From an optimization exercise on the open Yosys and OpenROAD flow, aimed at small area, a short achievable clock period and few clock cycles; shortcuts taken in it are not production practice.
Only simulation tests tie the RTL to the original design; equivalence was not proved.

Setup of rev 12:
## css_disckey
module css_disckey (
    input  wire        clk,
    input  wire        rst,         
    input  wire        start,
    output wire        ready,
    output wire [8:0]  slot_addr,
    input  wire [39:0] slot_data,
    output wire        done,
    output wire        found,
    output wire [39:0] disc_key
);
Size: roughly 3,400 cells after synthesis, ~95 I/O pins.
==> flow/config.mk <==
export PLATFORM = sky130hd
export DESIGN_NAME = css_disckey
export DESIGN_NICKNAME = css_disckey
export VERILOG_FILES = /design/flow/design.v
export SDC_FILE = /design/flow/constraint.sdc
export NUM_CORES = 4
export LEC_CHECK = 0
export CAP_MARGIN = 20
export CORE_MARGIN = 2
export CORE_UTILIZATION = 55
export PLACE_DENSITY = 0.72
export SETUP_SLACK_MARGIN = 3.0
export SLEW_MARGIN = 20
export SYNTH_HIERARCHICAL = 1
==> flow/constraint.sdc <==
create_clock -name core_clock -period 6.0 [get_ports {clk}]
set_input_delay 1.2000 -clock core_clock [delete_from_list [all_inputs] [get_ports {clk}]]
set_output_delay 1.2000 -clock core_clock [all_outputs]
set_load 0.01 [all_outputs]
standard.sh (not shown) runs the stock make flow with config.mk's settings and CLKGATE_MAP_FILE= SYNTH_SCRIPT=/design/flow/synth_recipe.tcl, a recipe that flattens the netlist after the stock synthesis.
==> flow/flow/run.sh <==
#!/bin/bash
set -euo pipefail
export BUFFER_PORTS_ARGS="-buffer_cell sky130_fd_sc_hd__buf_2"
bash standard.sh > standard.log 2>&1
Testbench counts of rev 12, summed over its fixed seeds: cycles 138,914.
What rev 13 does differently from rev 12 at the input level:
Settings: swapping 3.0 for 3.1 in SETUP_SLACK_MARGIN; swapping 55 for 40 in CORE_UTILIZATION; swapping 0.72 for 0.6 in PLACE_DENSITY.
- For the met1 layer wirelength in the final routing, rev 13 came in 3.7% higher than rev 12 did.
- The setup slack of rev 13 is larger than that of rev 12.
- Relative to rev 12, via count decreased by 2.0% in rev 13.

========
run Y:
Another version of the RTL of css_disckey (not shown whole).
Size in the first run: roughly 5400 cells after synthesis, about 95 I/O pins, roughly 38000 um^2 of cells after synthesis.
clock: 6.0 ns
lec_check: 0
abc_area: 1
cap_margin: 20
core_margin: 2
core_utilization: 40
place_density: 0.6
setup_slack_margin: 3.1
slew_margin: 20
synth_hierarchical: 1
Scripts as last shown in full above: flow/flow/run.sh
Testbench counts of run Y, summed over its fixed seeds: cycles 138,818.
Inputs modified between run Y and run P:
# run Y
export LEC_CHECK = 0
export ABC_AREA = 1
export CAP_MARGIN = 20
export CORE_MARGIN = 2
export CORE_UTILIZATION = 40
export PLACE_DENSITY = 0.6
export SETUP_SLACK_MARGIN = 3.1
export SLEW_MARGIN = 20
export SYNTH_HIERARCHICAL = 1
create_clock -name core_clock -period 6.0 [get_ports {clk}]
# run P
export LEC_CHECK = 0
export CAP_MARGIN = 20
export CORE_MARGIN = 2
export CORE_UTILIZATION = 65
export PLACE_DENSITY = 0.8
export SETUP_SLACK_MARGIN = 3.1
export SLEW_MARGIN = 20
export SYNTH_HIERARCHICAL = 1
create_clock -name core_clock -period 6.0 [get_ports {clk}]
### Flow results
- In terms of relative area of clock buffers and inverters in the final design, run Y and run P differ only marginally.
- In the tables for run Y and run P, maximum frequency reads lower with run P.
- On worst-case setup slack after placement, the higher figure sits with run Y, not run P.
- Against run Y, run P reports a overall global routing resource usage that is higher.

========
== try-fjord ==
Another version of the RTL of css_disckey (not shown whole).
For scale: about 3,200 cells after synthesis, ~500 flip-flops, about 95 I/O pins, roughly 31,000 sq um of cells after synthesis.
## css_disckey
module css_disckey (
    input  wire        clk,
    input  wire        rst,         
    input  wire        start,
    output wire        ready,
    output wire [8:0]  slot_addr,
    input  wire [39:0] slot_data,
    output wire        done,
    output wire        found,
    output wire [39:0] disc_key
);
    localparam [15:0] KL0_0 = 16'hDFDC;
    localparam [15:0] KL0_1 = 16'hDDFE;
    localparam [15:0] KL0_2 = 16'h7701;
    localparam [15:0] KL0_3 = 16'h3D3C;
    localparam [15:0] KL0_4 = 16'h6779;
    localparam [15:0] KL0_5 = 16'hCB55;
    localparam [15:0] KL0_6 = 16'hB240;
    localparam [15:0] KL0_7 = 16'h02FC;
    localparam [15:0] KL0_8 = 16'h75B3;
    localparam [15:0] KL0_9 = 16'hD75F;
    localparam [15:0] KL0_10 = 16'hB941;
    localparam [15:0] KL0_11 = 16'h2581;
    localparam [15:0] KL0_12 = 16'hC5DC;
    localparam [15:0] KL0_13 = 16'h148F;
    localparam [15:0] KL0_14 = 16'hD020;
    localparam [15:0] KL0_15 = 16'h2811;
    localparam [15:0] KL0_16 = 16'h8F1A;
    localparam [15:0] KL0_17 = 16'h95F6;
    localparam [15:0] KL0_18 = 16'h4E29;
    localparam [15:0] KL0_19 = 16'hC0B9;
    localparam [15:0] KL0_20 = 16'h88C2;
  ...
Settings: LEC_CHECK=0, CAP_MARGIN=20, CORE_MARGIN=2, CORE_UTILIZATION=40, PLACE_DENSITY=0.6, SETUP_SLACK_MARGIN=2.5, SLEW_MARGIN=20; clock period 6.0 ns.
run.sh (not shown) runs the stock make flow with config.mk's settings and CLKGATE_MAP_FILE= SYNTH_SCRIPT=/design/flow/synth_recipe.tcl, a recipe that flattens the netlist after the stock synthesis.
Stock flow here: none of the scripts above is used.
try-fjord ended with every stage complete and zero timing, DRC or antenna violations.
Testbench counts of try-fjord, summed over its fixed seeds: cycles 138,818.
The following lists how try-amber was set up differently from try-fjord:
--- a/flow/config.mk
+++ b/flow/config.mk
@@ -13 +13,2 @@
 export SLEW_MARGIN = 20
+export SYNTH_HIERARCHICAL = 1
==> results.txt <==
NOTE: total inserted antenna cells in try-amber falls short of that of try-fjord. Re synthesis-to-layout area growth: try-fjord and try-amber aren't equal, and the higher value belongs to try-fjord. From try-amber to try-fjord, max-slew violation count did not move at all. | global-route wire length before repair | lower: try-amber |. try-amber — post-synthesis cell count 72 higher, try-fjord as reference. Per the comparison of try-amber with try-fjord, half-perimeter wire length after placement dropped 2700 um; worst path arrival time about even; worst setup slack saw an increase.
What try-ember does differently from try-amber at the input level:
--- a/flow/config.mk
+++ b/flow/config.mk
@@ -7,2 +7,3 @@
 export LEC_CHECK = 0
+export ABC_AREA = 1
 export CAP_MARGIN = 20
@@ -13,2 +14 @@
 export SLEW_MARGIN = 20
-export SYNTH_HIERARCHICAL = 1
==> comparison <==
try-ember ran to completion and came out clean on the timing, design-rule and antenna checks. Going from try-amber to try-ember, utilization now larger, count of standard-cell rows now larger, detailed-route wire length now larger, number of clock-tree buffers in the layout now larger. try-amber has lower violation count after the first detailed-route iteration than try-ember. Re half-perimeter wire length of the detailed placement result: try-ember and try-amber aren't equal, and the lower value belongs to try-amber. Diff try-amber -> try-ember | design area | up by a few percent. Comparing try-ember and try-amber, via count is lower on try-amber.

==> afterwards: timing with drivers on the ports <==
The results above use ideal ports. As a check the final layouts listed here were re-extracted and re-timed, cells and wires unchanged. Step 1 assumes that a clkbuf_16 drives the clock port and a buf_2 every other input. Step 2 adds t to the input delays and takes it off the output delays; t is the mean of the earliest and latest rising clock arrival at the registers after step 1. Input paths then give back, and output paths get back, about the clock's delay inside the block. Slacks: ideal / step 1 / step 2; pairs: ideal / step 1.
| run | shift t [ns] | slack for setup (ns) | worst setup path after step 2 | clock arrival spread, ns | pins driven straight from the clock port |
|---|---|---|---|---|---|
| rev 12 | 0.661 | 2.909 / 2.909 / 2.909 | register to register | 0.037 / 0.036 | 1 |
| rev 13 | 0.687 | 3.079 / 3.079 / 2.898 | input to register | 0.022 / 0.022 | 1 |
| run Y | 0.719 | 3.128 / 3.128 / 3.128 | register to register | 0.038 / 0.038 | 1 |
| run P | 0.669 | 2.886 / 2.886 / 2.886 | register to register | 0.027 / 0.026 | 1 |
| try-fjord | 0.686 | 2.510 / 2.510 / 2.510 | register to register | 0.032 / 0.032 | 1 |
| try-amber | 0.675 | 2.558 / 2.558 / 2.529 | input to register | 0.022 / 0.022 | 1 |
| try-ember | 0.691 | 2.660 / 2.660 / 2.660 | register to register | 0.029 / 0.029 | 1 |
After both steps every run listed still meets setup and hold. For rev 13, which loses most, drivers alone change the setup slack by 0.000 ns; drivers and shift together by -0.181 ns.
